Background: an optimization exercise with open tools, aiming at small area, a short achievable clock period and few clock cycles per item. Do not read the settings as production practice.
At most, simulation tests tie the RTL to the original design; equivalence was not proved.
Power is estimated from default activity; no workload was simulated.

## frame_encoder
module frame_encoder (
    input  wire        clk,
    input  wire        rst,           
    input  wire        cmd_valid,
    output wire        cmd_ready,
    input  wire [63:0] cmd_content_len,
    input  wire [63:0] cmd_seg_size,
    input  wire [63:0] cmd_flags,
    output reg         rsp_valid,
    output reg  [7:0]  rsp_status,
    output reg  [7:0]  rsp_cause,
    output wire [63:0] rsp_msg_len,
    input  wire        in_valid,
    output wire        in_ready,
    input  wire [7:0]  in_data,
    output wire        out_valid,
    input  wire        out_ready,
    output wire [7:0]  out_data,
    output wire        done
);
Size in the first run: ~420 flip-flops.
==> flow/config.mk <==
export PLATFORM = sky130hd
export DESIGN_NAME = frame_encoder
export DESIGN_NICKNAME = frame_encoder
export VERILOG_FILES = /design/flow/design.v
export SDC_FILE = /design/flow/constraint.sdc
export NUM_CORES = 4
export LEC_CHECK = 0
export CAP_MARGIN = 20
export CORE_MARGIN = 2
export CORE_UTILIZATION = 40
export CTS_BUF_LIST = sky130_fd_sc_hd__clkbuf_16
export CTS_CLUSTER_DIAMETER = 60
export CTS_CLUSTER_SIZE = 20
export SLEW_MARGIN = 20
==> flow/constraint.sdc <==
create_clock -name core_clock -period 11.0 [get_ports {clk}]
set_input_delay 2.2000 -clock core_clock [delete_from_list [all_inputs] [get_ports {clk}]]
set_output_delay 2.2000 -clock core_clock [all_outputs]
set_load 0.01 [all_outputs]
standard.sh (not shown) runs the stock make flow with config.mk's settings and CLKGATE_MAP_FILE= SYNTH_SCRIPT=/design/flow/synth_recipe.tcl, a recipe that flattens the netlist after the stock synthesis.
==> flow/flow/run.sh <==
#!/bin/bash
# The standard ORFS layout (standard.sh, synthesis unchanged) with:
#  - repair_timing asked for extra setup slack, so gates are sized for speed;
#  - port buffers made of sky130_fd_sc_hd__buf_1 instead of the default delay-cell buffer.
# Each step's full output goes to flow_standard.log (and orfs/logs/).
set -euo pipefail
bash standard.sh SETUP_SLACK_MARGIN=7 "BUFFER_PORTS_ARGS=-buffer_cell sky130_fd_sc_hd__buf_1" finish > flow_standard.log 2>&1
The baseline completed without violations.
Testbench counts at the start, summed over its fixed seeds: cycles 92,263, items 87,783.
Edit:
--- a/flow/config.mk
+++ b/flow/config.mk
@@ -9,6 +9,4 @@
 export CORE_MARGIN = 2
 export CORE_UTILIZATION = 40
-export CTS_BUF_LIST = sky130_fd_sc_hd__clkbuf_16
-export CTS_CLUSTER_DIAMETER = 60
-export CTS_CLUSTER_SIZE = 20
+export CTS_BUF_LIST = sky130_fd_sc_hd__clkbuf_8
 export SLEW_MARGIN = 20
What happened:
- worst hold slack stays flat
- worst setup slack loses 0.12 ns
- total power shrinks by 1.7%
- die area is unchanged
- core utilization shrinks by 0.18 points
- global-route usage grows by 0.26 points
- fmax shrinks by 2.9%
- final area shrinks by 0.38%

========
v31:
frame_encoder, a different RTL version from the one above (not shown whole).
Size: ~3,200 cells after synthesis, about 420 flip-flops, roughly 29,000 um2 of cells after synthesis.
Settings: LEC_CHECK=0, CAP_MARGIN=20, CORE_MARGIN=2, CORE_UTILIZATION=40, SLEW_MARGIN=20; clock period 11.0 ns.
Scripts as last shown in full above: flow/flow/run.sh
Testbench counts of v31, summed over its fixed seeds: cycles 92,263, items 87,783.
Here is what was changed in the inputs of v22 compared with v31.
Settings: swapping 40 for 60 in CORE_UTILIZATION.
--- a/flow/flow/run.sh
+++ b/flow/flow/run.sh
@@ -5,3 +5,3 @@
 # Each step's full output goes to flow_standard.log (and orfs/logs/).
 set -euo pipefail
-bash standard.sh SETUP_SLACK_MARGIN=7 "BUFFER_PORTS_ARGS=-buffer_cell sky130_fd_sc_hd__buf_1" finish > flow_standard.log 2>&1
+bash standard.sh SETUP_SLACK_MARGIN=7.5 "BUFFER_PORTS_ARGS=-buffer_cell sky130_fd_sc_hd__buf_1" finish > flow_standard.log 2>&1
==> notes.md <==
- Taking v22 over v31, the switching power ratio works out to 1.09.
- Summary of the comparison: wire length is higher in v22, relative to v31.
- Going from v31 to v22, the effective utilization at floorplan was found to have gone up by 20 points.
- Compared with v31, v22 shows a lower sequential fraction of total cell area.
- In the final design statistics, v22 uses fewer standard cells in total than v31.
- Comparing total power for v31 and v22, the bigger number came from v22.
- Compared to v31, v22 reaches a higher achievable clock.
- Between v31 and v22, the initial antenna violation count is higher for v31.
- Sort v31 and v22 by share of post-route cells with drive strength above 1, descending, and v22 comes first.

========
Another version of the RTL of frame_encoder (not shown whole).
Size: ~3,300 cells after synthesis.
==> flow/config.mk <==
export PLATFORM = sky130hd
export DESIGN_NAME = frame_encoder
export DESIGN_NICKNAME = frame_encoder
export VERILOG_FILES = /design/flow/design.v
export SDC_FILE = /design/flow/constraint.sdc
export NUM_CORES = 4
export LEC_CHECK = 0
export CAP_MARGIN = 20
export CORE_MARGIN = 2
export CORE_UTILIZATION = 40
export SLEW_MARGIN = 20
==> flow/constraint.sdc <==
create_clock -name core_clock -period 11.0 [get_ports {clk}]
set_input_delay 2.2000 -clock core_clock [delete_from_list [all_inputs] [get_ports {clk}]]
set_output_delay 2.2000 -clock core_clock [all_outputs]
set_load 0.01 [all_outputs]
==> flow/flow/run.sh <==
#!/bin/bash
# Standard ORFS layout (the standard.sh, unchanged synthesis), asking
# repair_timing for extra setup slack so the design is sized for speed.
set -euo pipefail
cd "$(dirname "$0")/.."
bash standard.sh SETUP_SLACK_MARGIN=7.5 finish > flow_standard.log 2>&1
Next try:
==> flow/flow/run.sh (replaced) <==
#!/bin/bash
# The standard ORFS layout (standard.sh, synthesis unchanged) with:
#  - repair_timing asked for extra setup slack, so gates are sized for speed;
#  - port buffers made of sky130_fd_sc_hd__buf_1 instead of the default delay-cell buffer.
# Each step's full output goes to flow_standard.log (and orfs/logs/).
set -euo pipefail
bash standard.sh SETUP_SLACK_MARGIN=7.5 "BUFFER_PORTS_ARGS=-buffer_cell sky130_fd_sc_hd__buf_1" finish > flow_standard.log 2>&1
After rerunning: First-iteration DRC count goes down by 2.5%. Non-clock buffer count goes down by 40. Register-to-register slack gets worse by 170 ps. Design area goes down by 5.2%. Global-route usage goes down by 1.3 points. Die area does not change. Total power goes down by 2.5%. Routed wire length goes down by 3.6%.
No run of this note included a check of the RTL's function; only the layout flow was run.

========
RTL: one of the versions met above, not the one the previous note started from.
Size in the first run: about 2900 cells after synthesis, about 420 flip-flops, ~300 I/O pins, about 28000 µm² of cells after synthesis.
Settings: LEC_CHECK=0, CAP_MARGIN=20, CORE_MARGIN=2, CORE_UTILIZATION=55, CTS_BUF_LIST=sky130_fd_sc_hd__clkbuf_8, SLEW_MARGIN=20; clock period 11.0 ns.
==> flow/flow/run.sh <==
#!/bin/bash
# The standard ORFS layout (standard.sh, synthesis unchanged) with:
#  - repair_timing asked for extra setup slack, so gates are sized for speed;
#  - port buffers made of sky130_fd_sc_hd__buf_1 instead of the default delay-cell buffer.
# Each step's full output goes to flow_standard.log (and orfs/logs/).
set -euo pipefail
bash standard.sh SETUP_SLACK_MARGIN=7 "BUFFER_PORTS_ARGS=-buffer_cell sky130_fd_sc_hd__buf_1" finish > flow_standard.log 2>&1
Testbench counts at the start, summed over its fixed seeds: cycles 92,263, items 87,783.
Then changed:
CTS_BUF_LIST = sky130_fd_sc_hd__clkbuf_16   (was sky130_fd_sc_hd__clkbuf_8)
CTS_CLUSTER_DIAMETER = 100   (was default)
CTS_CLUSTER_SIZE = 24   (was default)
Result: Routed wire length decreases by about 1.1%. Cell area decreases by about 1.2%. Global-route usage decreases by 0.73 points. Synthesized area is unchanged. Hold slack gains 0.0080 ns. Combinational power increases by about 2%. Via count decreases by 1.0%. Clock skew decreases by 0.017 ns. Critical path depth increases by 1.

========
== epsilon ==
frame_encoder, a different RTL version from the one above (not shown whole).
For scale: ~420 flip-flops, roughly 300 I/O pins, about 0.028 mm^2 of cells after synthesis.
Settings: LEC_CHECK=0, CAP_MARGIN=20, CORE_MARGIN=2, CORE_UTILIZATION=55, CTS_BUF_LIST=sky130_fd_sc_hd__clkbuf_16, CTS_CLUSTER_DIAMETER=100, CTS_CLUSTER_SIZE=24, SLEW_MARGIN=20; clock period 11.0 ns.
==> flow/flow/run.sh <==
#!/bin/bash
# The standard ORFS layout (standard.sh, synthesis unchanged) with:
#  - repair_timing asked for extra setup slack, so gates are sized for speed;
#  - port buffers made of sky130_fd_sc_hd__buf_1 instead of the default delay-cell buffer.
# Each step's full output goes to flow_standard.log (and orfs/logs/).
set -euo pipefail
bash standard.sh SETUP_SLACK_MARGIN=6.8 "BUFFER_PORTS_ARGS=-buffer_cell sky130_fd_sc_hd__buf_1" finish > flow_standard.log 2>&1
Testbench counts of epsilon, summed over its fixed seeds: cycles 92,423, items 87,783.
Relative to epsilon, the following input files were edited for delta:
diff --git a/flow/flow/run.sh b/flow/flow/run.sh
--- a/flow/flow/run.sh
+++ b/flow/flow/run.sh
@@ -5,3 +5,3 @@
 # Each step's full output goes to flow_standard.log (and orfs/logs/).
 set -euo pipefail
-bash standard.sh SETUP_SLACK_MARGIN=6.8 "BUFFER_PORTS_ARGS=-buffer_cell sky130_fd_sc_hd__buf_1" finish > flow_standard.log 2>&1
+bash standard.sh SETUP_SLACK_MARGIN=7 "BUFFER_PORTS_ARGS=-buffer_cell sky130_fd_sc_hd__buf_1" finish > flow_standard.log 2>&1
delta completed; timing, DRC and antenna clean. Looking at most congested layer reported by global routing, the met2 result is from epsilon; the met1 one comes from delta. delta gives less wire length of the first global-routing pass than epsilon did. On share of layout cells above drive strength 1: between delta and epsilon, it ends up lower for epsilon. Going from epsilon to delta, the power density normalized to cell area was found to have gone down by about 2%. Per the comparison of delta with epsilon, share of power burned in the clock network went down by 1.8 points, shortest clock period the worst path allows after layout now sits lower, overall routed net length went down by about 0.7%, count of clock-buffer cells in the layout now sits lower. Filler-free cell count of the finished design delta (delta -> epsilon): insignificant. delta vs. epsilon: worst-case setup slack after placement went up by 370 ps.

==> static timing again, ports no longer ideal <==
The results above use ideal ports. As a check the final layouts listed here were re-extracted and re-timed, cells and wires unchanged.
Step 1, drivers: a clkbuf_16 drives clk and a buf_2 each remaining input, both assumed.
Step 2 also shifts input and output timing later by t, the mid clock arrival at the registers, as if the neighbouring blocks saw the same clock.
Slacks: no drivers / after step 1 / after step 2; pairs: no drivers / after step 1.
run | t (ns) | slack for setup (ns) | worst setup path after step 2 | worst register clock-pin slew, ns | pins driven straight from the clock port
the first run of note 1 | 0.674 | 7.003 / 7.031 / 6.371 | input to register | 0.08 / 0.08 | 1
the second run of note 1 | 0.746 | 6.885 / 6.924 / 6.177 | input to register | 0.07 / 0.07 | 1
v31 | 0.680 | 7.004 / 6.987 / 6.492 | input to register | 0.07 / 0.07 | 1
v22 | 0.684 | 7.071 / 7.071 / 6.873 | input to register | 0.07 / 0.07 | 1
the first run of note 3 | 0.690 | 6.974 / 6.974 / 6.887 | input to register | 0.07 / 0.07 | 1
the second run of note 3 | 0.674 | 6.804 / 6.804 / 6.799 | input to register | 0.07 / 0.07 | 1
the first run of note 4 | 0.752 | 6.884 / 6.884 / 6.262 | input to register | 0.07 / 0.07 | 1
the second run of note 4 | 0.663 | 6.896 / 6.896 / 6.405 | input to register | 0.11 / 0.11 | 1
epsilon | 0.669 | 6.812 / 6.812 / 6.270 | input to register | 0.11 / 0.11 | 1
delta | 0.647 | 6.988 / 6.988 / 6.501 | input to register | 0.11 / 0.11 | 1
After both steps setup and hold are still met in every run listed. The setup slack of the second run of note 1, which loses most, moves by +0.039 ns with the drivers and by -0.708 ns with both steps.
